Context: an optimization exercise on an open-source flow, tuned for small area, a short achievable clock period and few clock cycles per item. The choices shown serve that exercise and are no tape-out recipe. Where RTL was checked, it was by simulation tests only, not by an equivalence proof against the original. No functional check of the RTL was part of run 7. Power is estimated from default activity; no workload was simulated.

--- flow/config.mk ---
export PLATFORM = sky130hd
export DESIGN_NAME = canser_rx
export DESIGN_NICKNAME = canser_rx
export VERILOG_FILES = /design/flow/design.v
export SDC_FILE = /design/flow/constraint.sdc
export NUM_CORES = 4
export LEC_CHECK = 0
export CAP_MARGIN = 20
export CORE_MARGIN = 2
export CORE_UTILIZATION = 62
export CTS_BUF_LIST = sky130_fd_sc_hd__clkbuf_8
export CTS_CLUSTER_DIAMETER = 60
export CTS_CLUSTER_SIZE = 15
export PLACE_DENSITY = 0.75
export SLEW_MARGIN = 20
--- flow/constraint.sdc ---
create_clock -name core_clock -period 10.0 [get_ports {clk}]
set_input_delay 2.0000 -clock core_clock [delete_from_list [all_inputs] [get_ports {clk}]]
set_output_delay 2.0000 -clock core_clock [all_outputs]
set_load 0.01 [all_outputs]
--- flow/design.v ---
module ts_dequant (
    input  wire        clk,
    input  wire        load,       
    input  wire        step,       
    input  wire [3:0]  nstep,      
    input  wire [31:0] k,          
    input  wire [4:0]  lz,         
    output wire [63:0] result      
);
    reg  [53:0] q;                 
    reg  [5:0]  d;                 
    reg  [6:0]  r;                 
    reg  [10:0] bexp;
    wire [31:0] kn = k << lz;
    wire        hi = kn[31:25] >= 7'd125;
    wire [10:0] e0 = 11'd1044 - {6'd0, lz};
    wire [10:0] e1 = 11'd1045 - {6'd0, lz};
    wire [6:0] tm;
    wire [127:0] tm_b0 = 128'h1333333333366666666664cccccccccc;
    assign tm[0] = tm_b0[r];
    wire [127:0] tm_b1 = 128'h0f0f0f0f0f0e1e1e1e1e1c3c3c3c3c3c;
    assign tm[1] = tm_b1[r];
    wire [127:0] tm_b2 = 128'h13cc33cc33c8679867986730cf30cf30;
    assign tm[2] = tm_b2[r];
    wire [127:0] tm_b3 = 128'h1c0fc3f03c0f87e0781f87c0f03f0fc0;
    assign tm[3] = tm_b3[r];
    wire [127:0] tm_b4 = 128'h1ff003ffc00ff8007fe007ff003ff000;
    assign tm[4] = tm_b4[r];
    wire [127:0] tm_b5 = 128'h1ffffc00000fffff800007ffffc00000;
    assign tm[5] = tm_b5[r];
    wire [127:0] tm_b6 = 128'h0aaaaaaaaaa55555555552aaaaaaaaaa;
    assign tm[6] = tm_b6[r];
    wire [6:0] tv;
    wire [127:0] tv_b0 = 128'h0cccccccccc9999999999b3333333333;
    assign tv[0] = tv_b0[r];
    wire [127:0] tv_b1 = 128'h03c3c3c3c3c787878787870f0f0f0f0f;
    assign tv[1] = tv_b1[r];
    wire [127:0] tv_b2 = 128'h0cf30cf30cf619e619e61bcc33cc33cc;
    assign tv[2] = tv_b2[r];
    wire [127:0] tv_b3 = 128'h0f03f0fc0f07e1f81e07e3f03c0fc3f0;
    assign tv[3] = tv_b3[r];
    wire [127:0] tv_b4 = 128'h0ffc00fff007fe001ff803ffc00ffc00;
    assign tv[4] = tv_b4[r];
    wire [127:0] tv_b5 = 128'h0fffff000007ffffe00003fffff00000;
    assign tv[5] = tv_b5[r];
    wire [127:0] tv_b6 = 128'h1aaaaaaaaaad5555555556aaaaaaaaaa;
    assign tv[6] = tv_b6[r];
    wire [5:0] fm;
    wire [127:0] fm_b0 = 128'h1333333333366666666664cccccccccc;
    assign fm[0] = fm_b0[r];
    wire [127:0] fm_b1 = 128'h1c3c3c3c3c387878787878f0f0f0f0f0;
    assign fm[1] = fm_b1[r];
    wire [127:0] fm_b2 = 128'h1fc03fc03fc07f807f807f00ff00ff00;
    assign fm[2] = fm_b2[r];
    wire [127:0] fm_b3 = 128'h1fffc0003fff80007fff8000ffff0000;
    assign fm[3] = fm_b3[r];
    wire [127:0] fm_b4 = 128'h1fffffffc00000007fffffff00000000;
    assign fm[4] = fm_b4[r];
    wire [127:0] fm_b5 = 128'h1fffffffffffffff8000000000000000;
    assign fm[5] = fm_b5[r];
    wire [5:0] f1;
    wire [127:0] f1_b0 = 128'h0cccccccccc9999999999b3333333333;
    assign f1[0] = f1_b0[r];
    wire [127:0] f1_b1 = 128'h0f0f0f0f0f0e1e1e1e1e1c3c3c3c3c3c;
    assign f1[1] = f1_b1[r];
    wire [127:0] f1_b2 = 128'h0ff00ff00ff01fe01fe01fc03fc03fc0;
    assign f1[2] = f1_b2[r];
    wire [127:0] f1_b3 = 128'h0ffff0000fffe0001fffe0003fffc000;
    assign f1[3] = f1_b3[r];
    wire [127:0] f1_b4 = 128'h0ffffffff00000001fffffffc0000000;
    assign f1[4] = f1_b4[r];
    wire [127:0] f1_b5 = 128'h0fffffffffffffffe000000000000000;
    assign f1[5] = f1_b5[r];
    wire [7:0] uv = {1'b0, tv} + {2'b00, d};      
    wire [6:0] ut = tm + {1'b0, d};
    wire       ge = uv[7];
    wire [6:0] rn = ge ? uv[6:0] : ut;
    wire [32:0] z = hi ? {1'b0, kn} : {kn, 1'b0};
    reg  [5:0]  d_n;
    always @* begin
        case (nstep)
            4'd0:    d_n = z[20:15];
            4'd1:    d_n = z[14:9];
            4'd2:    d_n = z[8:3];
            4'd3:    d_n = {z[2:0], 3'b000};
            4'd7:    d_n = 6'b111110;
            default: d_n = 6'b000000;
        endcase
    end
    always @(posedge clk)
        r <= step ? rn : {1'b0, z[32:27]};
    always @(posedge clk) begin
        if (load) begin
            d    <= z[26:21];
            bexp <= (k == 32'd0) ? 11'd0 : hi ? e1 : e0;
        end else if (step) begin
            d    <= d_n;
        end
        if (step)
            q    <= {q[47:0], ge ? f1 : fm};
    end
    assign result = {1'b0, bexp, q[51:0]};
endmodule
module canser_rx (
    input  wire        clk,
    input  wire        rst,
    input  wire        in_valid,
    input  wire [7:0]  in_data,
    output wire        in_ready,
    output wire        out_valid,
    input  wire        out_ready,
    output wire [28:0] out_id,
    output wire [3:0]  out_dlc,
    output wire [63:0] out_data,
    output wire [31:0] out_ts_ms,
    output wire [63:0] out_ts
);
    localparam [7:0] START = 8'hAA;
    localparam [7:0] END   = 8'hBB;
    localparam       BUFN  = 19;         
    localparam [1:0] C_IDLE = 2'd0, C_RUN = 2'd1, C_DONE = 2'd2;
    reg [7:0]      rxb [0:BUFN-1];       
    reg [BUFN-1:0] occ;                  
    reg [BUFN-1:0] pres;
    integer p;
    always @* begin
        pres[0] = occ[0];
        for (p = 1; p < BUFN; p = p + 1)
            pres[p] = pres[p - 1] && occ[p];
    end
    reg [4:0]      skip;                 
    reg            skz;                  
    reg            held;                 
    reg            tsv;                  
    reg            ov_q;
    reg            ir_q;
    reg [1:0]      cst;                  
    reg [3:0]      cstep;
    reg [28:0] id_q;
    reg [3:0]  dlc_q;
    reg [63:0] data_q;
    reg [31:0] ts_ms_q;
    reg [4:0]  lz_q;
    wire [7:0] dlc_b    = rxb[5];
    wire       is_start = rxb[0] == START;
    wire       hdr      = pres[10];
    wire       id_ok    = rxb[6][7:5] == 3'b000;
    wire       h_ok     = id_ok && held;
    reg [8:0] dsel, fulls, fstay;
    integer e;
    always @* begin
        for (e = 0; e < 9; e = e + 1) begin
            dsel[e]  = dlc_b == e[7:0];
            fulls[e] = dsel[e] && pres[10 + e];
            fstay[e] = fulls[e] && (rxb[10 + e] == END);
        end
    end
    wire dlc_ok = |dsel;
    wire full   = |fulls;
    wire valid  = is_start && hdr && (|fstay) && id_ok;
    wire accept = occ[0] && !skz && valid && !held;
    wire drop1  = occ[0] && (skz || !is_start || (hdr && (!dlc_ok || (full && !((|fstay) && h_ok)))));
    wire in_fire = in_valid && ir_q;
    wire xfer    = ov_q && out_ready;
    wire [BUFN-1:0] mv = {BUFN{drop1}} | ~pres;
    integer j;
    always @(posedge clk) begin
        for (j = 0; j < BUFN - 1; j = j + 1)
            if (mv[j])
                rxb[j] <= rxb[j + 1];
        if (mv[BUFN-1])
            rxb[BUFN-1] <= in_data;
    end
    wire [BUFN-1:0] occ_n = (mv & {in_fire, occ[BUFN-1:1]}) | (~mv & occ);
    wire            skip1  = skip == 5'd1;
    wire [4:0]      skip_n = accept ? 5'd10 + {1'b0, dlc_b[3:0]} :
                             (skz && occ[0]) ? skip - 5'd1 : skip;
    wire            skz_n  = accept || (skz && !(skip1 && occ[0]));
    wire            held_n = accept || (held && !xfer);
    wire [31:0] ts_b = {rxb[1], rxb[2], rxb[3], rxb[4]};
    reg  [4:0]  lz_b;
    integer i;
    always @* begin
        lz_b = 5'd0;
        for (i = 0; i < 32; i = i + 1)
            if (ts_b[i]) lz_b = 5'd31 - i[4:0];
    end
    wire c_load = (cst == C_IDLE) && tsv;
    wire c_step = (cst == C_RUN);
    reg  [1:0] cst_n;
    always @* begin
        cst_n = cst;
        if ((!held && drop1 && !accept) || xfer)
            cst_n = C_IDLE;
        else if (c_load)
            cst_n = C_RUN;
        else if (c_step && cstep == 4'd8)
            cst_n = C_DONE;
    end
    always @(posedge clk) begin
        if (rst) begin
            occ   <= {BUFN{1'b0}};
            skip  <= 5'd0;
            skz   <= 1'b0;
            held  <= 1'b0;
            tsv   <= 1'b0;
            ov_q  <= 1'b0;
            ir_q  <= 1'b1;
            cst   <= C_IDLE;
            cstep <= 4'd0;
        end else begin
            occ   <= occ_n;
            skip  <= skip_n;
            skz   <= skz_n;
            held  <= held_n;
            tsv   <= !held && pres[4] && !(drop1 && !accept);
            ov_q  <= held_n && (cst_n == C_DONE);
            ir_q  <= !(&occ_n) || skz_n || !held_n;
            cst   <= cst_n;
            cstep <= c_load ? 4'd0 : c_step ? cstep + 4'd1 : cstep;
        end
    end
    integer k;
    always @(posedge clk) begin
        if (!held) begin
            id_q    <= {rxb[6][4:0], rxb[7], rxb[8], rxb[9]};
            dlc_q   <= dlc_b[3:0];
            ts_ms_q <= ts_b;
            lz_q    <= lz_b;
            for (k = 0; k < 8; k = k + 1)
                data_q[8*k +: 8] <= (k < dlc_b[3:0]) ? rxb[10 + k] : 8'd0;
        end
    end
    ts_dequant u_dequant (
        .clk    (clk),
        .load   (c_load),
        .step   (c_step),
        .nstep  (cstep),
        .k      (ts_ms_q),
        .lz     (lz_q),
        .result (out_ts)
    );
    assign in_ready  = ir_q;
    assign out_valid = ov_q;
    assign out_id    = id_q;
    assign out_dlc   = dlc_q;
    assign out_data  = data_q;
    assign out_ts_ms = ts_ms_q;
endmodule
--- flow/flow/run.sh ---
#!/bin/bash
set -euo pipefail
cd "$(dirname "$0")/.."
bash standard.sh SETUP_SLACK_MARGIN=6.5 'BUFFER_PORTS_ARGS=-buffer_cell sky130_fd_sc_hd__buf_1' finish > standard.log 2>&1
--- flow/standard.sh ---
#!/bin/bash
# synth_recipe.tcl (not shown) runs the flow's synth.tcl, then flattens the netlist and writes it again
# the make line also repeats each setting of config.mk as NAME=value (left out here)
make -C /OpenROAD-flow-scripts/flow DESIGN_CONFIG=/design/flow/config.mk WORK_HOME=/design/flow/orfs CLKGATE_MAP_FILE= SYNTH_SCRIPT=/design/flow/synth_recipe.tcl "${@:-finish}"
==> results of run 1 <==
## cells in the mapped netlist, types with 6 or more instances
cell	number	share of area
edfxtp_1	354	0.58
nor2_1	116	0.024
a21oi_1	113	0.031
nand2_1	97	0.020
o21ai_0	71	0.019
nor2b_1	54	0.018
clkbuf_1	44	0.0090
dfxtp_1	42	0.046
inv_1	42	0.0086
ha_1	37	0.025
mux4_2	37	0.045
nor3_1	33	0.0090
mux2i_1	26	0.014
nor4_1	26	0.0088
a211oi_1	24	0.0098
nand3_1	24	0.0065
nand4b_1	19	0.0091
xnor2_1	19	0.0091
nand4_1	15	0.0051
a31oi_1	14	0.0048
and2_1	14	0.0048
and3_1	10	0.0034
buf_1	10	0.0020
buf_2	8	0.0022
o211ai_1	8	0.0033
o21bai_1	8	0.0033
and2b_1	7	0.0029
mux2_2	7	0.0043
o221ai_1	7	0.0033
o31ai_1	7	0.0029
a21o_1	6	0.0024
clkinv_1	6	0.0012
nand2b_1	6	0.0020
o22ai_1	6	0.0020
## report_power, final
| group | switching [mW] | internal [mW] | leakage [nW] | total [mW] |
|---|---|---|---|---|
| sequential | 0.0637 | 1.87 | 4.03 | 1.93 |
| clock | 0.528 | 0.371 | 0.386 | 0.899 |
| combinational | 0.337 | 0.266 | 2.92 | 0.604 |
| total | 0.929 | 2.50 | 7.33 | 3.43 |
## final cells by class
| cell class | count | area share |
|---|---|---|
| Sequential cell | 396 | 0.551 |
| Tap cell | 390 | 0.0234 |
| Clock inverter | 24 | 0.00738 |
| Clock buffer | 36 | 0.0238 |
| Timing Repair Buffer | 264 | 0.0636 |
| Inverter | 49 | 0.0110 |
| Multi-Input combinational cell | 919 | 0.319 |
## final timing paths
kind                                     to  slack, ns
setup / recovery   u_dequant.q[2]$_DFFE_PP_       6.41
hold / removal    u_dequant.q[39]$_DFFE_PP_       0.44
setup reg to reg   u_dequant.q[2]$_DFFE_PP_       6.41
hold reg to reg   u_dequant.q[39]$_DFFE_PP_       0.44
## per-layer routing
layer  up-vias  part of all wire  GRT usage
met4         0             0.033     0.0978
li1       5959                 -          -
met5         -                 0          0
met2       640              0.48      0.437
met1      6335              0.41      0.386
met3       112             0.071     0.0385
## per-stage QoR
stage                     hold WS (ns)  cells  instance area, sq um   util  worst slack [ns]
final                            0.440   2078                 20800  0.709              6.41
after global routing             0.459   2078                 20800  0.709              6.29
after detailed placement         0.430   1969                 19400  0.661              5.29
after global placement           0.425   1969                 19400  0.661              5.42
after CTS                        0.450   2056                 20500  0.696              6.43
after floorplan                  0.417   1436                 18500      -              6.51
## what timing repair did
item,CTS,global route
endpoints found under the setup margin,153,47
resized for setup,35,52
pin swaps,9,24
cloned,1,2
buffers inserted,26,19
## state kept, by name, summed over array words and instances (netlist names)
name / flops
lz_q: 5
u_dequant.d: 6
held: 1
skz: 1
data_q: 64
cstep: 4
skip: 5
ir_q: 1
ov_q: 1
u_dequant.q: 52
u_dequant.r: 7
rxb: 152
occ: 19
dlc_q: 4
id_q: 29
cst: 2
ts_ms_q: 32
u_dequant.bexp: 10
tsv: 1
## cell families (layout without fill, tap and decap cells)
kind of cell    count (synthesis)  in the layout
fa+ha+maj                      42             42
compound gates                323            323
mux                            72             72
xor+xnor                       23             23
simple gates                  457            458
flops                         396            396
other cells                     1              1
buf+inv                       122            373
==> flow_metrics.tcl, run 1 <==
set metrics [dict create \
    clock_latency_ns 0.56 \
    worstSetupStartpointType "register" \
    dp_hpwl_microns 28700 \
    finalHoldViolations 0 \
    layout-drive-gt1-share 0.137 \
    dieArea_sq_mm 0.0311 \
    synth_adder_area_share 0.0291 \
    gr-total-overflow 0 \
    crit_slowest_cell "dfxtp_4" \
    cts_buffer_depth 3 \
    yosys_warnings 3 \
    min_period_ns 3.59 \
    slew_headroom 0.294 \
    clkSinkCount 396 \
    track_usage 0.273 \
    path_buf_inv 2 \
    seq_area_frac_synth 0.624 \
    power_density_mw_per_mm2 165 \
    die_h_microns 176 \
    drt-pass1-iter-count 5 \
    synth_top_family_by_area "simple AND/OR/NAND/NOR gates" \
    setup_violations 0 \
    critPathTopFamily "compound AO/OA/AOI/OAI gates" \
    drc_errors 0 \
    cts_buffers 34 \
    holdBufCountCts 0 \
    drt_iter0_markers 1383 \
    syn2layout_area_growth_pct 13.4 \
    arrival_ns 3.89 \
    min_path_type "register to register" \
    critical_path.cell_chain "ha_4, clkinvlp_4, ha_1, a211oi_2, a211oi_2, a21oi_1, nor2_1, a21oi_2, ha_1, inv_2, o21bai_4, nand3_4, a21oi_4, maj3_2, nand2_2, xnor2_1, a311o_1" \
    leakage_nw 7.33 \
    outcome "timing/DRC/antenna clean" \
    routed_wl_microns 43600 \
    finalCritPeriodShare 0.359 \
    min_from "u_dequant.q[33]$_DFFE_PP_" \
    grt_pass1_vias 12200 \
    synth_simple_gate_area_frac 0.130 \
    die_x_microns 176 \
    min_delay_path_depth 0 \
    final_cell_mix "edfxtp_1, buf_1, nor2_1" \
    synth_edf_count 354 \
    synth_area_per_cell_sq_um 12.8 \
    routed_via_density 6.28 \
    synth-main-ff-cell "edfxtp_1" \
    mostFrequentLayoutCell "edfxtp_1" \
    fmax_mhz 279 \
    totalPowerFinal_mw 3.43 \
    max_stage_delay_ns 0.44 \
    maxCapViolations 0 \
    worst-endpoint-required_ns 10.31 \
    synth_compound_area_frac 0.112 \
    regToRegStartpoint "u_dequant.r[0]$_DFF_P_" \
    root_buffer "clkbuf_8" \
    grt_pass1_wl_microns 66600 \
    wl_per_cell_microns 21.0 \
    tightest_slew_ns 1.06 \
    design.core.area_sq_mm 0.0294 \
    clkTransAtPathRegs_ns 0.10 \
    async_flop_share 0 \
    top_level_ports 207 \
    synthCells 1436 \
    crit_type "register to register" \
    ys_types 97 \
    slew_viol_final 0 \
    multi_input_area_sq_mm 0.00666 \
    gp_congestion 0.903 \
    postRouteAntennaNets 0 \
    fillers 2061 \
    critPathMaxFanout 6 \
    synthMuxAreaShare 0.0650 \
    synth.ff_latch_count 396 \
    h-tree-depth 2 \
    portBuffers 205 \
    tns_ns 0 \
    synthesis.nets 1487 \
    cts_tree "done" \
    seqCellArea_sq_mm 0.0115 \
    clock_skew_ns 0.0284 \
    vias 13000 \
    start_util 0.625 \
    nets 1715 \
    reg2reg_depth 17 \
    end_kind "register" \
    critical_path.startpoint "u_dequant.r[0]$_DFF_P_" \
    rows 63 \
    cp.depth 17 \
    peakVddDrop_v 0.000147 \
    synth_xor_area_frac 0.0110 \
    synth_area_sq_mm 0.0184 \
    grt_max_degree 87 \
    antenna_found_initial 0 \
    rsz0062_at_grt "yes" \
    antenna_cells 0 \
]
Testbench counts, summed over its fixed seeds: cycles 32,532, messages 1,995.
==> inputs of run 2 (changes only) <==
==> flow/flow/run.sh (replaced) <==
#!/bin/bash
set -euo pipefail
cd "$(dirname "$0")/.."
bash standard.sh SETUP_SLACK_MARGIN=6.8 'BUFFER_PORTS_ARGS=-buffer_cell sky130_fd_sc_hd__buf_1' finish > standard.log 2>&1
--- a/flow/config.mk
+++ b/flow/config.mk
@@ -8,8 +8,7 @@
 export CAP_MARGIN = 20
 export CORE_MARGIN = 2
-export CORE_UTILIZATION = 62
+export CORE_UTILIZATION = 55
 export CTS_BUF_LIST = sky130_fd_sc_hd__clkbuf_8
 export CTS_CLUSTER_DIAMETER = 60
 export CTS_CLUSTER_SIZE = 15
-export PLACE_DENSITY = 0.75
 export SLEW_MARGIN = 20
==> flow_metrics.tcl, run 2 <==
set metrics [dict create \
    power_density_mw_per_mm2 163 \
    arrival_ns 3.79 \
    path_buf_inv 2 \
    cts_buffer_depth 3 \
    start_util 0.562 \
    reg2reg_slack_ns 6.50 \
    die_x_microns 187 \
    largest_reg_flops 152 \
    hold_end "rxb[7][2]$_DFFE_PP_" \
    seq_area_frac_synth 0.624 \
    grt_pass1_vias 12500 \
    slew_viol_final 0 \
    netlist_top_cells_count "edfxtp_1, nor2_1, a21oi_1" \
    rsz0062_at_grt "yes" \
    reg.largest.list "rxb x152, data_q x64, u_dequant.q x52" \
    crit_slowest_cell "dfxtp_4" \
    leakage_nw 7.67 \
    synthTopCellsByArea "edfxtp_1, dfxtp_1, mux4_2, a21oi_1, ha_1" \
    synth_area_per_cell_sq_um 12.8 \
    dieArea_sq_mm 0.0349 \
    synth.most_common_cell "edfxtp_1" \
    synth_area_sq_mm 0.0184 \
    synth_edf_count 354 \
    min_path_type "register to register" \
    synthesis.nets 1487 \
    die_h_microns 187 \
    min_delay_path_depth 0 \
    tightest_slew_ns 0.869 \
    critical_path.cell_chain "clkinv_4, ha_4, a21oi_1, a311oi_1, o21ai_0, o21ai_1, a21oi_1, ha_1, a21oi_4, o21bai_4, nand3_4, a21oi_4, buf_4, o21ai_1, o21ai_1, a21oi_1, a311o_1" \
    max_stage_delay_ns 0.44 \
    synth_top_area_frac 0.578 \
    min_from "rxb[8][2]$_DFFE_PP_" \
    final_cell_mix "edfxtp_1, buf_1, nor2_1" \
    syn2layout_area_growth_pct 17.3 \
    top_register "rxb" \
    grt_pass1_wl_microns 70900 \
    gp_congestion 0.900 \
    h-tree-depth 2 \
    ys_types 97 \
    clock_skew_ns 0.0271 \
    met3WireLength_microns 3040 \
    crit_type "register to register" \
    clock_latency_ns 0.56 \
    track_usage 0.255 \
    yosys_warnings 3 \
    clkTransAtPathRegs_ns 0.09 \
    finalHoldViolations 0 \
    wl_per_cell_microns 21.0 \
    portBuffers 205 \
    final_cells 2183 \
    setup_violations 0 \
    fmax_mhz 286 \
    min_period_ns 3.50 \
    mostFrequentLayoutCell "edfxtp_1" \
    synthCells 1436 \
    r2r_end "u_dequant.q[2]$_DFFE_PP_" \
    drt-pass1-iter-count 5 \
    dp_hpwl_microns 29500 \
    postRouteAntennaNets 0 \
    tns_ns 0 \
    routed_wl_microns 45900 \
    antenna_cells 0 \
    cts_tree "done" \
    end_kind "register" \
    holdBufCountCts 0 \
    antenna_found_initial 0 \
    wl_met2_microns 22100 \
    critPathMaxFanout 7 \
    synth-main-ff-cell "edfxtp_1" \
    grt_max_degree 89 \
    drt_iter0_markers 1414 \
    root_buffer "clkbuf_8" \
    worstSetupStartpointType "register" \
    synth.ff_latch_count 396 \
    slew_headroom 0.416 \
    layout-drive-gt1-share 0.183 \
    design.core.area_sq_mm 0.0327 \
    critPathTopFamily "compound AO/OA/AOI/OAI gates" \
    synth_top_area_cell "edfxtp_1" \
    drc_errors 0 \
    vias 13200 \
    gr-total-overflow 0 \
    finalCritPeriodShare 0.350 \
    cts_buffers 35 \
    dp_cells 2021 \
    reg2reg_depth 17 \
    maxCapViolations 0 \
    routed_via_density 6.05 \
    async_flop_share 0 \
    peakVddDrop_v 0.000173 \
    outcome "timing/DRC/antenna clean" \
    top_level_ports 207 \
    rows 66 \
    worst-endpoint-required_ns 10.29 \
    clkSinkCount 396 \
    fillers 2519 \
    topRoutingLayerUsed "met4" \
    regToRegStartpoint "u_dequant.r[0]$_DFF_P_" \
    wl_met1_microns 19600 \
    nets 1765 \
]
[run 2: cell counts after synthesis]
Identical to the previous run, type by type.
[run 2: cell families (layout without fill, tap and decap cells)]
| logic type | after synthesis | count (layout) | synth area share |
|---|---|---|---|
| DFF | 396 | 396 | 0.624 |
| xor gates and xnor gates | 23 | 23 | 0.0110 |
| AOI/OAI and AO/OA | 323 | 323 | 0.112 |
| other | 1 | 1 | 0.000204 |
| buffers and inverters | 122 | 426 | 0.0288 |
| and+or+nand+nor | 457 | 458 | 0.130 |
| adders and majority gates | 42 | 42 | 0.0291 |
| muxes | 72 | 72 | 0.0650 |
[run 2: stage by stage]
| step | power [mW] | hold slack, ns | setup WS [ns] | cell area [sq um] | util |
|---|---|---|---|---|---|
| 2_1_floorplan | 2.33 | 0.417 | 6.65 | 18600 | - |
| 3_3_place_gp | 2.45 | 0.426 | 5.48 | 19600 | 0.598 |
| 3_5_place_dp | 2.45 | 0.426 | 5.39 | 19600 | 0.599 |
| 4_1_cts | 3.47 | 0.446 | 6.50 | 21100 | 0.645 |
| 5_1_grt | 3.66 | 0.456 | 6.35 | 21600 | 0.660 |
| 6_report | 3.51 | 0.444 | 6.50 | 21600 | 0.660 |
[run 2: area by class of cell]
type / count / area, sq um / area share
clock inverters: 26 / 168 / 0.00777
repair buffers: 313 / 1830 / 0.0847
well taps: 442 / 553 / 0.0256
inverters: 49 / 229 / 0.0106
flip-flops and latches: 396 / 11500 / 0.533
clock buffers: 38 / 523 / 0.0242
multi-input cells: 919 / 6770 / 0.314
[run 2: repair_timing]
action | in CTS | in global routing
endpoints found under the hold margin | 0 | 0
resized for setup | 56 | 67
endpoints found under the setup margin | 241 | 146
setup buffers | 68 | 22
gates cloned | 4 | 4
pin swaps | 19 | 27
[run 2: worst reg2reg max path, stage by stage (launching register included)]
cell and delay, ns:
dfxtp_4 0.44, clkinv_4 0.09, ha_4 0.33, a21oi_1 0.10, a311oi_1 0.25, o21ai_0 0.11, o21ai_1 0.09, a21oi_1 0.11
ha_1 0.38, a21oi_4 0.09, o21bai_4 0.16, nand3_4 0.10, a21oi_4 0.22, buf_4 0.15, o21ai_1 0.05, o21ai_1 0.15
a21oi_1 0.09, a311o_1 0.34
[run 2: where the power goes]
group | internal, mW | switching, mW | total (mW) | leakage [nW]
clock | 0.391 | 0.544 | 0.935 | 0.407
combinational | 0.296 | 0.353 | 0.649 | 3.23
sequential | 1.87 | 0.0593 | 1.93 | 4.03
[run 2: how the worst max path moves through the flow]
stage | start | end | cells past startpoint
after CTS | u_dequant.r[0]$_DFF_P_ | u_dequant.q[2]$_DFFE_PP_ | 17
after global routing | u_dequant.r[0]$_DFF_P_ | u_dequant.q[2]$_DFFE_PP_ | 17
after floorplan | held$_SDFF_PP0_ | ir_q$_SDFF_PP1_ | 7
after global placement | u_dequant.r[6]$_SDFF_PN0_ | u_dequant.q[2]$_DFFE_PP_ | 13
after detailed placement | u_dequant.r[6]$_SDFF_PN0_ | u_dequant.q[2]$_DFFE_PP_ | 13
final | u_dequant.r[0]$_DFF_P_ | u_dequant.q[2]$_DFFE_PP_ | 17
[run 2: routing by layer]
layer  global-route usage  vias up
met5                    0        -
met4               0.0708        0
met3               0.0432       92
met2                0.412      534
met1                0.360     6512
li1                     -     6073
==> inputs of run 3 (changes only) <==
==> flow/flow/run.sh (replaced) <==
#!/bin/bash
set -euo pipefail
cd "$(dirname "$0")/.."
bash standard.sh SETUP_SLACK_MARGIN=7 'BUFFER_PORTS_ARGS=-buffer_cell sky130_fd_sc_hd__buf_1' finish > standard.log 2>&1
--- a/flow/config.mk
+++ b/flow/config.mk
@@ -9,6 +9,4 @@
 export CORE_MARGIN = 2
 export CORE_UTILIZATION = 55
-export CTS_BUF_LIST = sky130_fd_sc_hd__clkbuf_8
-export CTS_CLUSTER_DIAMETER = 60
-export CTS_CLUSTER_SIZE = 15
 export SLEW_MARGIN = 20
+export TNS_END_PERCENT = 20
==> flow_metrics.tcl, run 3 <==
set metrics [dict create \
    crit_slowest_cell "dfxtp_4" \
    dp_hpwl_microns 29200 \
    gp_congestion 0.884 \
    die_x_microns 187 \
    worstSetupStartpointType "register" \
    outcome "timing/DRC/antenna clean" \
    synth.most_common_cell "edfxtp_1" \
    h-tree-depth 2 \
    final_cell_mix "edfxtp_1, buf_1, buf_4" \
    routed_via_density 6.07 \
    arrival_ns 3.84 \
    antenna_cells 0 \
    min_from "rxb[18][2]$_DFFE_PN_" \
    top_level_ports 207 \
    dp_cells 2021 \
    critPathTopFamily "compound AO/OA/AOI/OAI gates" \
    drc_errors 0 \
    dieArea_sq_mm 0.0349 \
    grt_pass1_wl_microns 72600 \
    routed_wl_microns 48300 \
    die_h_microns 187 \
    cts_buffers 40 \
    totalPowerFinal_mw 4.26 \
    top_register "rxb" \
    mostFrequentLayoutCell "edfxtp_1" \
    clkSinkCount 396 \
    final_cells 2256 \
    synthTopCellsByArea "edfxtp_1, dfxtp_1, mux4_2, a21oi_1, ha_1" \
    start_util 0.562 \
    synth_top_area_frac 0.578 \
    root_buffer "clkbuf_16" \
    largest_reg_flops 152 \
    synth.ff_latch_count 396 \
    wl_per_cell_microns 21.4 \
    end_kind "register" \
    postRouteAntennaNets 0 \
    critPathMaxFanout 6 \
    rsz0062_at_grt "yes" \
    design.core.area_sq_mm 0.0327 \
    crit_type "register to register" \
    track_usage 0.261 \
    portBuffers 205 \
    drt_iter0_markers 1402 \
    regToRegStartpoint "u_dequant.r[0]$_DFF_P_" \
    nets 1835 \
    critical_path.cell_chain "ha_4, clkinvlp_4, ha_4, mux2i_2, o22ai_2, o22ai_2, ha_1, a21o_1, a21oi_2, o21bai_2, nand3_2, a21oi_4, maj3_2, nand2_2, xnor2_1, a311o_1" \
    grt_pass1_vias 12900 \
    worst-endpoint-required_ns 10.28 \
    slew_headroom 0.319 \
    reg.largest.list "rxb x152, data_q x64, u_dequant.q x52" \
    fmax_mhz 281 \
    synth-main-ff-cell "edfxtp_1" \
    clkTransAtPathRegs_ns 0.06 \
    maxCapViolations 0 \
    netlist_top_cells_count "edfxtp_1, nor2_1, a21oi_1" \
    finalHoldViolations 0 \
    fin_util 0.714 \
    reg2reg_slack_ns 6.44 \
    async_flop_share 0 \
    ys_types 97 \
    min_path_type "register to register" \
    tightest_slew_ns 1.02 \
    gr-total-overflow 0 \
    synth_area_sq_mm 0.0184 \
    path_buf_inv 1 \
    synth_top_area_cell "edfxtp_1" \
    yosys_warnings 3 \
    antenna_found_initial 0 \
    setup_violations 0 \
    cts_buffer_depth 3 \
    grt_max_degree 92 \
    cts_tree "done" \
    vias 13700 \
    drt-pass1-iter-count 5 \
    clock_latency_ns 0.56 \
    rows 66 \
    synthesis.nets 1487 \
    peakVddDrop_v 0.000154 \
    clock_skew_ns 0.0256 \
    critical_path.startpoint "u_dequant.r[0]$_DFF_P_" \
    syn2layout_area_growth_pct 27.0 \
    leakage_nw 8.42 \
    finalCritPeriodShare 0.356 \
    max_stage_delay_ns 0.44 \
    synth_edf_count 354 \
    synth_area_per_cell_sq_um 12.8 \
    tns_ns 0 \
    power_density_mw_per_mm2 182 \
    synthCells 1436 \
    slew_viol_final 0 \
    seq_area_frac_synth 0.624 \
    layout-drive-gt1-share 0.260 \
    holdBufCountCts 0 \
    min_period_ns 3.56 \
]
run 3: kinds of logic (layout without fill, tap and decap cells):
group | after synthesis | in the layout | share of synthesized area
simple gates | 457 | 459 | 0.130
xor+xnor | 23 | 23 | 0.0110
flops | 396 | 396 | 0.624
compound gates | 323 | 323 | 0.112
other cells | 1 | 1 | 0.000204
mux | 72 | 72 | 0.0650
buf+inv | 122 | 498 | 0.0288
fa+ha+maj | 42 | 42 | 0.0291
run 3: final cells by class:
type,instances,area [sq um]
Inverter,49,241
Fill cell,2290,9340
Clock buffer,45,1020
Timing Repair Buffer,377,2400
Clock inverter,27,387
Tap cell,442,553
Multi-Input combinational cell,920,7240
Sequential cell,396,11500
run 3: path summary, 6_finish.rpt:
| check | cells after the start | endpoint |
|---|---|---|
| setup / recovery | 16 | u_dequant.q[2]$_DFFE_PP_ |
| hold / removal | 0 | rxb[17][2]$_DFFE_PN_ |
| setup reg to reg | 16 | u_dequant.q[2]$_DFFE_PP_ |
| hold reg to reg | 0 | rxb[17][2]$_DFFE_PN_ |
run 3: repair_timing:
item                                   CTS  global route
gates cloned                             9             1
buffers inserted                        66            87
endpoints found under the hold margin    0             0
setup endpoints to repair              405           378
resized for setup                      121           114
pin swaps                               38            28
run 3: through the flow:
stage | setup WS (ns) | hold slack [ns] | area (sq um)
floorplan | 6.65 | 0.417 | 18600
global placement | 5.52 | 0.426 | 19600
detailed placement | 5.40 | 0.431 | 19600
CTS | 6.51 | 0.442 | 22200
global route | 6.30 | 0.455 | 23400
finish | 6.44 | 0.441 | 23400
run 3: where the power goes:
part,switching [mW],internal (mW)
clock network,0.646,0.950
logic,0.391,0.344
registers,0.0606,1.87
total,1.10,3.16
run 3: routing by layer:
metal | global-route usage | up-vias | share of wire
met5 | 0 | - | 0
met4 | 0.0861 | 0 | 0.028
met3 | 0.0332 | 104 | 0.063
met2 | 0.423 | 573 | 0.49
met1 | 0.370 | 6790 | 0.42
li1 | - | 6227 | -
==> inputs of run 4 (changes only) <==
==> flow/flow/run.sh (replaced) <==
#!/bin/bash
set -euo pipefail
cd "$(dirname "$0")/.."
bash standard.sh SETUP_SLACK_MARGIN=6.65 'BUFFER_PORTS_ARGS=-buffer_cell sky130_fd_sc_hd__buf_1' finish > standard.log 2>&1
--- a/flow/config.mk
+++ b/flow/config.mk
@@ -8,5 +8,7 @@
 export CAP_MARGIN = 20
 export CORE_MARGIN = 2
-export CORE_UTILIZATION = 55
+export CORE_UTILIZATION = 62
+export CTS_BUF_LIST = sky130_fd_sc_hd__clkbuf_8
+export CTS_CLUSTER_DIAMETER = 60
+export CTS_CLUSTER_SIZE = 15
 export SLEW_MARGIN = 20
-export TNS_END_PERCENT = 20
==> flow_metrics.tcl, run 4 <==
set metrics [dict create \
    cts_buffers 35 \
    rows 63 \
    design.core.area_sq_mm 0.0294 \
    routed_via_density 6.30 \
    maxCapViolations 0 \
    cts_tree "done" \
    min_path_type "register to register" \
    mostFrequentLayoutCell "edfxtp_1" \
    fmax_mhz 278 \
    nets 1731 \
    h-tree-depth 2 \
    yosys_warnings 3 \
    seq_area_frac_synth 0.624 \
    rsz0062_at_grt "yes" \
    worstSetupStartpointType "register" \
    synth_edf_count 354 \
    p_int_mw 2.51 \
    synthTopCellsByArea "edfxtp_1, dfxtp_1, mux4_2, a21oi_1, ha_1" \
    synth_area_per_cell_sq_um 12.8 \
    holdBufCountCts 0 \
    p_sw_mw 0.937 \
    layout-drive-gt1-share 0.151 \
    drt-pass1-iter-count 6 \
    slew_viol_final 0 \
    synthesis.nets 1487 \
    crit_slowest_cell "dfxtp_4" \
    grt_pass1_wl_microns 67600 \
    final_cell_mix "edfxtp_1, buf_1, nor2_1" \
    top_level_ports 207 \
    outcome "timing/DRC/antenna clean" \
    end_kind "register" \
    track_usage 0.279 \
    largest_reg_flops 152 \
    async_flop_share 0 \
    reg.largest.list "rxb x152, data_q x64, u_dequant.q x52" \
    clkTransAtPathRegs_ns 0.09 \
    min_period_ns 3.59 \
    clkSinkCount 396 \
    grt_pass1_vias 12100 \
    multi_input_area_sq_mm 0.00665 \
    vias 13200 \
    clock_skew_ns 0.0278 \
    swShare 0.272 \
    gp_congestion 0.903 \
    synth_top_area_frac 0.578 \
    postRouteAntennaNets 0 \
    leakage_nw 7.46 \
    portBuffers 205 \
    max_stage_delay_ns 0.45 \
    routed_wl_microns 44300 \
    critPathMaxFanout 5 \
    synth.ff_latch_count 396 \
    clockPowerShare 0.260 \
    critical_path.cell_chain "clkinv_8, ha_4, a22oi_2, o211ai_1, a21oi_1, nor3_1, a21oi_1, ha_2, a21o_1, a21oi_2, o21bai_2, nand3_2, a21oi_4, buf_6, nor2_2, a21oi_2, a2111oi_2, a311o_1" \
    cts_buffer_depth 3 \
    critPathTopFamily "compound AO/OA/AOI/OAI gates" \
    synth.most_common_cell "edfxtp_1" \
    critical_path.startpoint "u_dequant.r[0]$_DFF_P_" \
    fin_util 0.718 \
    finalCritPeriodShare 0.359 \
    fillers 2020 \
    tightest_slew_ns 0.864 \
    seqCellArea_sq_mm 0.0115 \
    syn2layout_area_growth_pct 14.7 \
    arrival_ns 3.89 \
    wl_per_cell_microns 21.2 \
    drc_errors 0 \
    top_register "rxb" \
    regToRegStartpoint "u_dequant.r[0]$_DFF_P_" \
    seqPwrFrac 0.560 \
    gr-total-overflow 0 \
    dieArea_sq_mm 0.0311 \
    finalHoldViolations 0 \
    power_density_mw_per_mm2 164 \
    worst-endpoint-required_ns 10.30 \
    die_h_microns 176 \
    setup_violations 0 \
    synth_area_sq_mm 0.0184 \
    synth-main-ff-cell "edfxtp_1" \
    synthCells 1436 \
    tns_ns 0 \
    clock_latency_ns 0.55 \
    antenna_found_initial 0 \
    antenna_cells 0 \
    grt_max_degree 89 \
    min_from "rxb[8][6]$_DFFE_PP_" \
    synth_top_area_cell "edfxtp_1" \
    die_x_microns 176 \
    root_buffer "clkbuf_8" \
    peakVddDrop_v 0.000124 \
    path_buf_inv 2 \
    drt_iter0_markers 1542 \
    slew_headroom 0.419 \
    start_util 0.625 \
    ys_types 97 \
    crit_type "register to register" \
    power_frac_comb 0.181 \
    netlist_top_cells_count "edfxtp_1, nor2_1, a21oi_1" \
    dp_hpwl_microns 28700 \
]
run 4: cell counts after synthesis:
Identical to the previous run, type by type.
run 4: power groups by stage:
stage,logic [mW],clock network [mW],registers [mW]
after global placement,0.474,0,1.97
after detailed placement,0.478,0,1.97
after floorplan,0.369,0,1.96
after global routing,0.673,0.972,1.94
after CTS,0.572,0.920,1.93
final,0.624,0.897,1.93
run 4: final cells by class:
| class | instances | share of cell area |
|---|---|---|
| flip-flops and latches | 396 | 0.545 |
| multi-input cells | 919 | 0.315 |
| repair buffers | 279 | 0.0740 |
| clock buffers | 38 | 0.0248 |
| well taps | 390 | 0.0231 |
| inverters | 49 | 0.0113 |
| clock inverters | 23 | 0.00641 |
run 4: path summary, 6_finish.rpt:
path / end / slack (ns) / depth (start not counted)
worst max-delay path: u_dequant.q[2]$_DFFE_PP_ / 6.41 / 18
worst min-delay path: id_q[14]$_DFFE_PN_ / 0.45 / 0
worst max register to register: u_dequant.q[2]$_DFFE_PP_ / 6.41 / 18
worst min register to register: id_q[14]$_DFFE_PN_ / 0.45 / 0
run 4: timing repair:
action | 4_1_cts | 5_1_grt
gates resized for setup | 52 | 31
setup endpoints to repair | 183 | 64
cloned | 5 | 3
setup buffers | 35 | 20
pin swaps | 23 | 20
run 4: metrics by stage:
stage                     hold WS, ns  instance area (sq um)  total power [mW]  cells  setup slack [ns]
after floorplan                 0.417                  18500              2.32   1436              6.65
after global placement          0.425                  19500              2.45   1970              5.37
after detailed placement        0.430                  19500              2.45   1970              5.34
after CTS                       0.451                  20800              3.42   2071              6.58
after global routing            0.463                  21100              3.58   2094              6.26
final                           0.447                  21100              3.45   2094              6.41
run 4: kinds of logic (layout without fill, tap and decap cells):
kind of cell,after synthesis,after routing,share of synthesized area
adder cells (fa/ha/maj),42,42,0.0291
AO/OA/AOI/OAI,323,323,0.112
XOR/XNOR,23,23,0.0110
AND/OR/NAND/NOR,457,458,0.130
multiplexers,72,72,0.0650
flip-flops,396,396,0.624
other,1,1,0.000204
buffers and inverters,122,389,0.0288
run 4: worst reg2reg max path, cell delays in order (launching register included):
cell and delay [ns]:
dfxtp_4 0.45, clkinv_8 0.08, ha_4 0.27, a22oi_2 0.21, o211ai_1 0.15, a21oi_1 0.16, nor3_1 0.06, a21oi_1 0.18
ha_2 0.22, a21o_1 0.15, a21oi_2 0.08, o21bai_2 0.20, nand3_2 0.14, a21oi_4 0.26, buf_6 0.15, nor2_2 0.05
a21oi_2 0.14, a2111oi_2 0.06, a311o_1 0.31
run 4: per-layer routing:
metal  GRT usage  wire [microns]  vias to the layer above
met5           0               0                        -
met4      0.0854            1250                        0
met3      0.0353            3040                       93
met2       0.447           21300                      659
met1       0.405           18700                     6431
li1            -               -                     6000
==> inputs of run 5 (changes only) <==
==> flow/flow/run.sh (replaced) <==
#!/bin/bash
set -euo pipefail
cd "$(dirname "$0")/.."
bash standard.sh SETUP_SLACK_MARGIN=6.55 'BUFFER_PORTS_ARGS=-buffer_cell sky130_fd_sc_hd__buf_1' finish > standard.log 2>&1
==> flow_metrics.tcl, run 5 <==
set metrics [dict create \
    synth_area_per_cell_sq_um 12.8 \
    synth_edf_count 354 \
    routed_wl_microns 43700 \
    synth_top_area_cell "edfxtp_1" \
    routed_via_density 6.25 \
    crit_type "register to register" \
    slew_viol_final 0 \
    hold_slack_ns 0.447 \
    synthTopCellsByArea "edfxtp_1, dfxtp_1, mux4_2, a21oi_1, ha_1" \
    tightest_slew_ns 1.05 \
    place_ws_ns 5.27 \
    nets 1728 \
    top_level_ports 207 \
    die_x_microns 176 \
    antenna_found_initial 0 \
    h-tree-depth 2 \
    wl_met1_microns 18200 \
    fmax_mhz 273 \
    slew_headroom 0.299 \
    cts_tree "done" \
    maxCapViolations 0 \
    largest_reg_flops 152 \
    finalHoldViolations 0 \
    synth_area_sq_mm 0.0184 \
    vias 13100 \
    synth.ff_latch_count 396 \
    rsz0062_at_grt "yes" \
    gp_congestion 0.891 \
    topRoutingLayerUsed "met4" \
    synthesis.nets 1487 \
    critPathMaxFanout 5 \
    clock_skew_ns 0.0254 \
    finalCritPeriodShare 0.366 \
    outcome "timing/DRC/antenna clean" \
    postRouteAntennaNets 0 \
    track_usage 0.268 \
    top_register "rxb" \
    end_kind "register" \
    synth.most_common_cell "edfxtp_1" \
    reg.largest.list "rxb x152, data_q x64, u_dequant.q x52" \
    clkTransAtPathRegs_ns 0.10 \
    rows 63 \
    drc_errors 0 \
    cts_buffer_depth 3 \
    design.core.area_sq_mm 0.0294 \
    met3WireLength_microns 3360 \
    synthCells 1436 \
    grt_pass1_vias 11900 \
    mostFrequentLayoutCell "edfxtp_1" \
    tns_ns 0 \
    portBuffers 205 \
    placed_area_sq_mm 0.0195 \
    netlist_top_cells_count "edfxtp_1, nor2_1, a21oi_1" \
    drt-pass1-iter-count 8 \
    wl_per_cell_microns 20.9 \
    critical_path.startpoint "u_dequant.r[2]$_DFF_P_" \
    gr-total-overflow 0 \
    antenna_cells 0 \
    worst-endpoint-required_ns 10.31 \
    arrival_ns 3.98 \
    clock_latency_ns 0.56 \
    root_buffer "clkbuf_8" \
    dp_hpwl_microns 28100 \
    stdcell_area_sq_mm 0.0210 \
    drt_iter0_markers 1698 \
    start_util 0.625 \
    worstSetupStartpointType "register" \
    peakVddDrop_v 0.000142 \
    cts_buffers 36 \
    ys_types 97 \
    synth-main-ff-cell "edfxtp_1" \
    synth_top_area_frac 0.578 \
    holdBufCountCts 0 \
    layout-drive-gt1-share 0.148 \
    dieArea_sq_mm 0.0311 \
    setup_violations 0 \
    clkSinkCount 396 \
    final_cell_mix "edfxtp_1, buf_1, nor2_1" \
    setup_slack_ns 6.34 \
    syn2layout_area_growth_pct 14.5 \
    die_h_microns 176 \
    async_flop_share 0 \
    min_from "rxb[8][2]$_DFFE_PP_" \
    min_path_type "register to register" \
    fillers 2069 \
    yosys_warnings 3 \
    grt_pass1_wl_microns 65400 \
    leakage_nw 7.43 \
    wl_met2_microns 21000 \
    regToRegStartpoint "u_dequant.r[2]$_DFF_P_" \
    min_period_ns 3.66 \
    power_density_mw_per_mm2 165 \
    seq_area_frac_synth 0.624 \
    grt_max_degree 83 \
]
-- run 5: critical path, cell delays in order, from the launching register on --
cell	delay (ns)
dfxtp_4	0.38
clkinvlp_4	0.17
ha_4	0.35
nor2_1	0.07
a221o_1	0.36
o21ai_1	0.18
a21oi_2	0.10
ha_1	0.33
inv_1	0.07
o21bai_2	0.22
nand3_2	0.16
a21oi_4	0.27
maj3_2	0.27
nand2_2	0.06
xnor2_1	0.12
a311o_1	0.30
-- run 5: report_power, final --
group	internal (mW)	switching (mW)	total, mW
logic	0.279	0.347	0.626
registers	1.87	0.0636	1.93
clock network	0.357	0.549	0.907
total	2.50	0.960	3.46
-- run 5: kinds of logic after synthesis --
logic type	after synthesis	share of synthesized area
AOI/OAI and AO/OA	323	0.112
and+or+nand+nor	457	0.130
xor gates and xnor gates	23	0.0110
other	1	0.000204
muxes	72	0.0650
adders and majority gates	42	0.0291
DFF	396	0.624
buffers and inverters	122	0.0288
-- run 5: final timing paths --
check / end / slack (ns) / cells past startpoint
worst max-delay path: u_dequant.q[2]$_DFFE_PP_ / 6.34 / 15
worst min-delay path: id_q[10]$_DFFE_PN_ / 0.45 / 0
worst max register to register: u_dequant.q[2]$_DFFE_PP_ / 6.34 / 15
worst min register to register: id_q[10]$_DFFE_PN_ / 0.45 / 0
-- run 5: repair_timing --
| action | in CTS | in global routing |
|---|---|---|
| setup buffers | 24 | 29 |
| gates cloned | 1 | 5 |
| pin swaps | 8 | 31 |
| setup endpoints to repair | 178 | 47 |
| resized for setup | 33 | 67 |
-- run 5: stage by stage --
stage	total power, mW	cells	utilization
finish	3.46	2094	0.716
global route	3.60	2094	0.716
CTS	3.39	2060	0.697
detailed placement	2.44	1970	0.663
global placement	2.44	1969	0.662
floorplan	2.32	1436	-
-- run 5: cell type report --
type                       instances  area [sq um]  share of cell area
inverter                          49           241              0.0115
tap                              390           488              0.0232
clock buffer                      36           495              0.0235
clock inverter                    29           173             0.00820
sequential                       396         11500               0.546
timing repair buffer             275          1470              0.0700
multi-input combinational        919          6680               0.317
-- run 5: layer usage --
metal,up-vias,track usage
met1,6300,0.393
met2,693,0.427
met4,0,0.0771
met5,-,0
met3,108,0.0340
li1,5977,-
==> inputs of run 6 (changes only) <==
==> flow/flow/run.sh (replaced) <==
#!/bin/bash
set -euo pipefail
cd "$(dirname "$0")/.."
bash standard.sh SETUP_SLACK_MARGIN=6.4 'BUFFER_PORTS_ARGS=-buffer_cell sky130_fd_sc_hd__buf_1' finish > standard.log 2>&1
==> flow_metrics.tcl, run 6 <==
set metrics [dict create \
    outcome "timing/DRC/antenna clean" \
    arrival_ns 3.92 \
    synth.ff_latch_count 396 \
    die_h_microns 176 \
    routed_wl_microns 43500 \
    crit_type "register to register" \
    synthTopCellsByArea "edfxtp_1, dfxtp_1, mux4_2, a21oi_1, ha_1" \
    cts_buffers 34 \
    min_path_type "register to register" \
    async_flop_share 0 \
    root_buffer "clkbuf_8" \
    drc_errors 0 \
    wl_per_cell_microns 20.9 \
    power_density_mw_per_mm2 164 \
    slew_headroom 0.405 \
    rows 63 \
    reg2reg_depth 16 \
    seq_area_frac_synth 0.624 \
    track_usage 0.270 \
    final_cells 2087 \
    synthesis.nets 1487 \
    clock_latency_ns 0.56 \
    clkTransAtPathRegs_ns 0.10 \
    top_register "rxb" \
    synth.most_common_cell "edfxtp_1" \
    peakVddDrop_v 0.000142 \
    mostFrequentLayoutCell "edfxtp_1" \
    ys_types 97 \
    gp_congestion 0.910 \
    fmax_mhz 276 \
    synth_top_area_frac 0.578 \
    synth_area_sq_mm 0.0184 \
    min_period_ns 3.62 \
    maxCapViolations 0 \
    drt-pass1-iter-count 8 \
    top_level_ports 207 \
    start_util 0.625 \
    dp_cells 1972 \
    gr-total-overflow 0 \
    grt_pass1_wl_microns 65600 \
    synth_top_area_cell "edfxtp_1" \
    end_kind "register" \
    largest_reg_flops 152 \
    grt_max_degree 71 \
    postRouteAntennaNets 0 \
    worst-endpoint-required_ns 10.30 \
    synthCells 1436 \
    nets 1722 \
    critical_path.startpoint "u_dequant.r[0]$_DFF_P_" \
    rsz0062_at_grt "yes" \
    yosys_warnings 3 \
    finalCritPeriodShare 0.362 \
    dp_hpwl_microns 28700 \
    antenna_found_initial 0 \
    slew_viol_final 0 \
    final_cell_mix "edfxtp_1, buf_1, nor2_1" \
    syn2layout_area_growth_pct 14.0 \
    routed_via_density 6.24 \
    design.core.area_sq_mm 0.0294 \
    antenna_cells 0 \
    reg.largest.list "rxb x152, data_q x64, u_dequant.q x52" \
    synth_edf_count 354 \
    hold_slack_ns 0.445 \
    grt_pass1_vias 12000 \
    endpoint "u_dequant.q[2]$_DFFE_PP_" \
    synth-main-ff-cell "edfxtp_1" \
    reg2reg_slack_ns 6.38 \
    cts_buffer_depth 3 \
    vias 13000 \
    r2r_end "u_dequant.q[2]$_DFFE_PP_" \
    setup_violations 0 \
    critPathMaxFanout 5 \
    regToRegStartpoint "u_dequant.r[0]$_DFF_P_" \
    worstSetupStartpointType "register" \
    clock_skew_ns 0.0238 \
    h-tree-depth 2 \
    clkSinkCount 396 \
    tns_ns 0 \
    die_x_microns 176 \
    leakage_nw 7.39 \
    netlist_top_cells_count "edfxtp_1, nor2_1, a21oi_1" \
    portBuffers 205 \
    dieArea_sq_mm 0.0311 \
    synth_area_per_cell_sq_um 12.8 \
    totalPowerFinal_mw 3.44 \
    finalHoldViolations 0 \
    drt_iter0_markers 1298 \
    holdBufCountCts 0 \
    min_delay_path_depth 0 \
    layout-drive-gt1-share 0.143 \
    tightest_slew_ns 0.885 \
    cts_tree "done" \
]
## run 6: cell counts after synthesis
Identical to the previous run, type by type.
## run 6: cell families (layout without fill, tap and decap cells)
kind of cell    Yosys count  after routing  synth area share
other cells               1              1          0.000204
buf+inv                 122            383            0.0288
flops                   396            396             0.624
compound gates          323            323             0.112
xor+xnor                 23             23            0.0110
fa+ha+maj                42             42            0.0291
mux                      72             72            0.0650
simple gates            457            457             0.130
## run 6: area by class of cell
type | count | area [sq um]
fill | 2045 | 8450
clock buffer | 35 | 482
sequential | 396 | 11500
timing repair buffer | 272 | 1430
clock inverter | 27 | 164
inverter | 49 | 221
tap | 390 | 488
multi-input combinational | 918 | 6680
## run 6: timing repair
action,CTS,global route
cloned,1,3
setup buffers,16,33
resized for setup,40,66
setup endpoints to repair,18,12
pin swaps,7,22
## run 6: worst min-delay path by stage
stage                                     end                       from  slack (ns)
finish                    rxb[7][6]$_DFFE_PP_        rxb[8][6]$_DFFE_PP_        0.45
floorplan                rxb[17][2]$_DFFE_PN_       rxb[18][2]$_DFFE_PN_        0.42
global route               id_q[14]$_DFFE_PN_        rxb[8][6]$_DFFE_PP_        0.45
detailed placement  u_dequant.q[19]$_DFFE_PP_  u_dequant.q[13]$_DFFE_PP_        0.43
CTS                 u_dequant.q[28]$_DFFE_PP_  u_dequant.q[22]$_DFFE_PP_        0.45
global placement            id_q[4]$_DFFE_PN_        rxb[9][4]$_DFFE_PP_        0.42
## run 6: through the flow
stage | setup slack (ns) | cell area (sq um) | utilization
2_1_floorplan | 6.43 | 18400 | -
3_3_place_gp | 5.14 | 19400 | 0.661
3_5_place_dp | 5.12 | 19400 | 0.661
4_1_cts | 6.29 | 20400 | 0.693
5_1_grt | 6.26 | 21000 | 0.713
6_report | 6.38 | 21000 | 0.713
## run 6: routing by layer
metal / up-vias / global-route usage / share of wire
li1: 5964 / - / -
met1: 6402 / 0.385 / 0.42
met4: 0 / 0.0840 / 0.029
met5: - / 0 / 0
met3: 92 / 0.0413 / 0.068
met2: 569 / 0.433 / 0.48
## run 6: report_power, final
group	internal (mW)	switching, mW
combinational	0.279	0.345
clock	0.364	0.528
sequential	1.87	0.0609
## run 6: worst max-delay path: stages (launching register included)
cell,delay (ns)
dfxtp_4,0.42
ha_4,0.17
clkinvlp_4,0.15
ha_2,0.34
mux2i_2,0.21
o22ai_2,0.13
o22ai_4,0.17
ha_1,0.27
a21o_1,0.21
a21oi_4,0.18
o21bai_4,0.09
nand3_4,0.11
a21oi_4,0.09
maj3_2,0.35
nand2_2,0.08
xnor2_1,0.06
a311o_1,0.34
==> inputs of run 7 (changes only) <==
--- a/flow/design.v
+++ b/flow/design.v
@@ -10,4 +10,7 @@
     reg  [53:0] q;                 
     reg  [5:0]  d;                 
+    reg  [5:0]  fm_q;              
+    reg         ge_q;              
+    wire [5:0]  f1_q = fm_q + 6'd1;
     reg  [6:0]  r;                 
     reg  [10:0] bexp;
@@ -59,17 +62,4 @@
     wire [127:0] fm_b5 = 128'h1fffffffffffffff8000000000000000;
     assign fm[5] = fm_b5[r];
-    wire [5:0] f1;
-    wire [127:0] f1_b0 = 128'h0cccccccccc9999999999b3333333333;
-    assign f1[0] = f1_b0[r];
-    wire [127:0] f1_b1 = 128'h0f0f0f0f0f0e1e1e1e1e1c3c3c3c3c3c;
-    assign f1[1] = f1_b1[r];
-    wire [127:0] f1_b2 = 128'h0ff00ff00ff01fe01fe01fc03fc03fc0;
-    assign f1[2] = f1_b2[r];
-    wire [127:0] f1_b3 = 128'h0ffff0000fffe0001fffe0003fffc000;
-    assign f1[3] = f1_b3[r];
-    wire [127:0] f1_b4 = 128'h0ffffffff00000001fffffffc0000000;
-    assign f1[4] = f1_b4[r];
-    wire [127:0] f1_b5 = 128'h0fffffffffffffffe000000000000000;
-    assign f1[5] = f1_b5[r];
     wire [7:0] uv = {1'b0, tv} + {2'b00, d};      
     wire [6:0] ut = tm + {1'b0, d};
@@ -97,6 +87,9 @@
             d    <= d_n;
         end
-        if (step)
-            q    <= {q[47:0], ge ? f1 : fm};
+        if (step) begin
+            fm_q <= fm;
+            ge_q <= ge;
+            q    <= {q[47:0], ge_q ? f1_q : fm_q};
+        end
     end
     assign result = {1'b0, bexp, q[51:0]};
@@ -195,5 +188,5 @@
         else if (c_load)
             cst_n = C_RUN;
-        else if (c_step && cstep == 4'd8)
+        else if (c_step && cstep == 4'd9)
             cst_n = C_DONE;
     end
==> flow/flow/run.sh (replaced) <==
#!/bin/bash
set -euo pipefail
cd "$(dirname "$0")/.."
bash standard.sh SETUP_SLACK_MARGIN=6.5 'BUFFER_PORTS_ARGS=-buffer_cell sky130_fd_sc_hd__buf_1' finish > standard.log 2>&1
--- a/flow/config.mk
+++ b/flow/config.mk
@@ -8,5 +8,5 @@
 export CAP_MARGIN = 20
 export CORE_MARGIN = 2
-export CORE_UTILIZATION = 62
+export CORE_UTILIZATION = 55
 export CTS_BUF_LIST = sky130_fd_sc_hd__clkbuf_8
 export CTS_CLUSTER_DIAMETER = 60
==> flow_metrics.tcl, run 7 <==
set metrics [dict create \
    fmax_mhz 284 \
    antenna_found_initial 0 \
    slew_viol_final 0 \
    arrival_ns 3.94 \
    critical_path.cell_chain "clkinvlp_4, buf_6, ha_4, nand2b_1, o21ai_1, xnor2_1, a21oi_1, o21ai_1, a21oi_2, ha_1, a21oi_2, o21bai_1, a21oi_2, nor2b_2, o221ai_4, buf_12, mux2i_1, mux2i_1" \
    finalHoldViolations 0 \
    h-tree-depth 2 \
    nets 1739 \
    rows 67 \
    outcome "timing/DRC/antenna clean" \
    totalPowerFinal_mw 3.53 \
    final_cell_mix "edfxtp_1, buf_1, nand2_1" \
    synth_xor_area_frac 0.0141 \
    drt_iter0_markers 1496 \
    reg2reg_slack_ns 6.48 \
    end_kind "register" \
    synth.most_common_cell "edfxtp_1" \
    reg.largest.list "rxb x152, data_q x64, u_dequant.q x52" \
    dieArea_sq_mm 0.0354 \
    hold_end "rxb[17][7]$_DFFE_PN_" \
    critPathTopFamily "compound AO/OA/AOI/OAI gates" \
    rsz0062_at_grt "yes" \
    critPathMostFrequentCell "a21oi_2" \
    maxCapViolations 0 \
    synthTopCellsByArea "edfxtp_1, dfxtp_1, mux4_2, ha_1, a21oi_1" \
    drt-pass1-iter-count 7 \
    synthCells 1429 \
    yosys_warnings 3 \
    grt_max_degree 78 \
    netlist_top_cells_count "edfxtp_1, nand2_1, nor2_1" \
    layout-drive-gt1-share 0.154 \
    crit_type "register to register" \
    synth_compound_area_frac 0.0959 \
    synthesis.nets 1481 \
    top_level_ports 207 \
    async_flop_share 0 \
    multi_input_area_sq_mm 0.00679 \
    power_density_mw_per_mm2 164 \
    seqCellArea_sq_mm 0.0117 \
    leakage_nw 7.68 \
    ys_types 78 \
    regToRegStartpoint "u_dequant.r[1]$_DFF_P_" \
    hold_slack_ns 0.443 \
    root_buffer "clkbuf_8" \
    min_period_ns 3.52 \
    vias 13000 \
    synth_simple_gate_area_frac 0.125 \
    cts_buffers 37 \
    seq_area_frac_synth 0.627 \
    top_register "rxb" \
    r2r_end "u_dequant.r[3]$_DFF_P_" \
    worstSetupStartpointType "register" \
    synthMuxAreaShare 0.0824 \
    gr-total-overflow 0 \
    max_stage_delay_ns 0.40 \
    syn2layout_area_growth_pct 15.7 \
    gp_congestion 0.902 \
    crit_slowest_cell "dfxtp_4" \
    synth_adder_area_share 0.0287 \
    cp.depth 18 \
    cts_tree "done" \
    largest_reg_flops 152 \
    wl_per_cell_microns 21.1 \
    track_usage 0.243 \
    synth_top_family_by_area "simple AND/OR/NAND/NOR gates" \
    postRouteAntennaNets 0 \
    synth-main-ff-cell "edfxtp_1" \
    tightest_slew_ns 1.02 \
    clock_latency_ns 0.57 \
    clock_skew_ns 0.0233 \
    synth_area_per_cell_sq_um 13.0 \
    grt_pass1_vias 12000 \
    min_delay_path_depth 0 \
    cts_buffer_depth 3 \
    antenna_cells 0 \
    tns_ns 0 \
    fillers 2614 \
    design.core.area_sq_mm 0.0334 \
    slew_headroom 0.321 \
    peakVddDrop_v 0.000114 \
    reg2reg_depth 18 \
    critPathMaxFanout 6 \
    clkSinkCount 403 \
    synth_top_area_cell "edfxtp_1" \
    worst-endpoint-required_ns 10.42 \
    clkTransAtPathRegs_ns 0.09 \
    routed_wl_microns 45500 \
    synth_edf_count 361 \
    start_util 0.557 \
    mostFrequentLayoutCell "edfxtp_1" \
    synth.ff_latch_count 403 \
    drc_errors 0 \
    synth_top_area_frac 0.582 \
    portBuffers 205 \
    min_path_type "register to register" \
    grt_pass1_wl_microns 67600 \
    setup_violations 0 \
    routed_via_density 6.01 \
    fin_util 0.645 \
    path_buf_inv 3 \
    dp_hpwl_microns 29500 \
    die_x_microns 188 \
    die_h_microns 188 \
    finalCritPeriodShare 0.352 \
    min_from "rxb[18][7]$_DFFE_PN_" \
    synth_area_sq_mm 0.0186 \
]
## run 7: cell count changes in the layout (fill, tap and decap cells not counted), sizes merged, moves of 10 or more
cell   delta
nand2    +16
mux2i    +14
mux2     +11
nor2b    +10
a21oi    -25
buf      +15
inv      -14
o21ai    -10
## run 7: power by group
part,switching (mW),internal [mW]
combinational,0.329,0.275
clock,0.561,0.405
sequential,0.0616,1.90
## run 7: metrics by stage
step                      setup slack, ns  std cells  area [sq um]
final                                6.48       2161         21600
after detailed placement             5.57       2021         19800
after CTS                            6.50       2118         21000
after global routing                 6.34       2161         21600
after global placement               5.64       2021         19800
after floorplan                      6.21       1429         18700
## run 7: cell type report
type                       instances  share of cell area
multi-input combinational        913               0.315
tap                              448              0.0260
sequential                       403               0.543
timing repair buffer             290              0.0744
inverter                          40             0.00818
timing repair inverter             2            0.000464
clock buffer                      39              0.0249
clock inverter                    26             0.00859
## run 7: how the worst max path moves through the flow
stage	endpoint	slack, ns	start
6_report	u_dequant.r[3]$_DFF_P_	6.48	u_dequant.r[1]$_DFF_P_
5_1_grt	u_dequant.r[2]$_DFF_P_	6.34	u_dequant.r[1]$_DFF_P_
3_3_place_gp	rxb[12][5]$_DFFE_PP_	5.64	rxb[5][1]$_DFFE_PP_
2_1_floorplan	rxb[12][0]$_DFFE_PP_	6.21	held$_SDFF_PP0_
3_5_place_dp	rxb[12][7]$_DFFE_PP_	5.57	rxb[5][1]$_DFFE_PP_
4_1_cts	ir_q$_SDFF_PP1_	6.50	occ[0]$_SDFF_PP0_
## run 7: cells by family (layout without fill, tap and decap cells)
group / count (synthesis) / count (layout)
AO/OA/AOI/OAI: 283 / 284
XOR/XNOR: 30 / 30
adder cells (fa/ha/maj): 42 / 42
buffers and inverters: 114 / 397
flip-flops: 403 / 403
multiplexers: 97 / 97
other: 1 / 1
AND/OR/NAND/NOR: 459 / 459
## run 7: timing repair
item                                   4_1_cts  5_1_grt
setup buffers                               29       37
hold buffers                                 0        0
cloned                                       3        6
resized for setup                           47       61
pin swaps                                    4       24
setup endpoints to repair                  191      155
endpoints found under the hold margin        0        0
## run 7: layer usage
layer | GRT usage | part of all wire | up-vias
met1 | 0.335 | 0.42 | 6337
met4 | 0.0645 | 0.023 | 0
li1 | - | - | 5966
met5 | 0 | 0 | -
met2 | 0.405 | 0.49 | 574
met3 | 0.0391 | 0.063 | 105
## run 7: worst register-to-register path, delay by kind of cell (launching register included)
kind,cells,cell delay (ns)
xor+xnor,1,0.09
simple gates,2,0.30
fa+ha+maj,2,0.46
mux,2,0.31
buf+inv,3,0.53
flops,1,0.40
compound gates,8,1.32

afterwards: timing with drivers on the ports:
The results above use ideal ports. As a check the final layouts listed here were re-extracted and re-timed, cells and wires unchanged.
Step 1, drivers: a clkbuf_16 drives clk and a buf_2 each remaining input, both assumed.
Step 2 moves the port delays by t, midway between the first and last clock arrival at a register: inputs arrive t later, outputs are due t later. That takes back most of the time a late clock gives input paths.
Slacks: ideal ports / drivers / drivers and shift; pairs: ideal ports / drivers.
run | t (ns) | slack for setup (ns) | worst register clock-pin slew, ns
run 1 | 0.591 | 6.413 / 6.413 / 6.226 | 0.10 / 0.10
run 2 | 0.589 | 6.498 / 6.498 / 6.417 | 0.10 / 0.10
run 3 | 0.594 | 6.436 / 6.436 / 6.436 | 0.07 / 0.07
run 4 | 0.588 | 6.408 / 6.408 / 6.357 | 0.10 / 0.10
run 5 | 0.595 | 6.337 / 6.337 / 6.337 | 0.10 / 0.10
run 6 | 0.599 | 6.381 / 6.381 / 6.284 | 0.10 / 0.10
run 7 | 0.608 | 6.480 / 6.480 / 6.321 | 0.10 / 0.10
After both steps setup and hold are still met in every run listed. For run 1, which loses most, drivers alone change the setup slack by 0.000 ns; drivers and shift together by -0.187 ns.
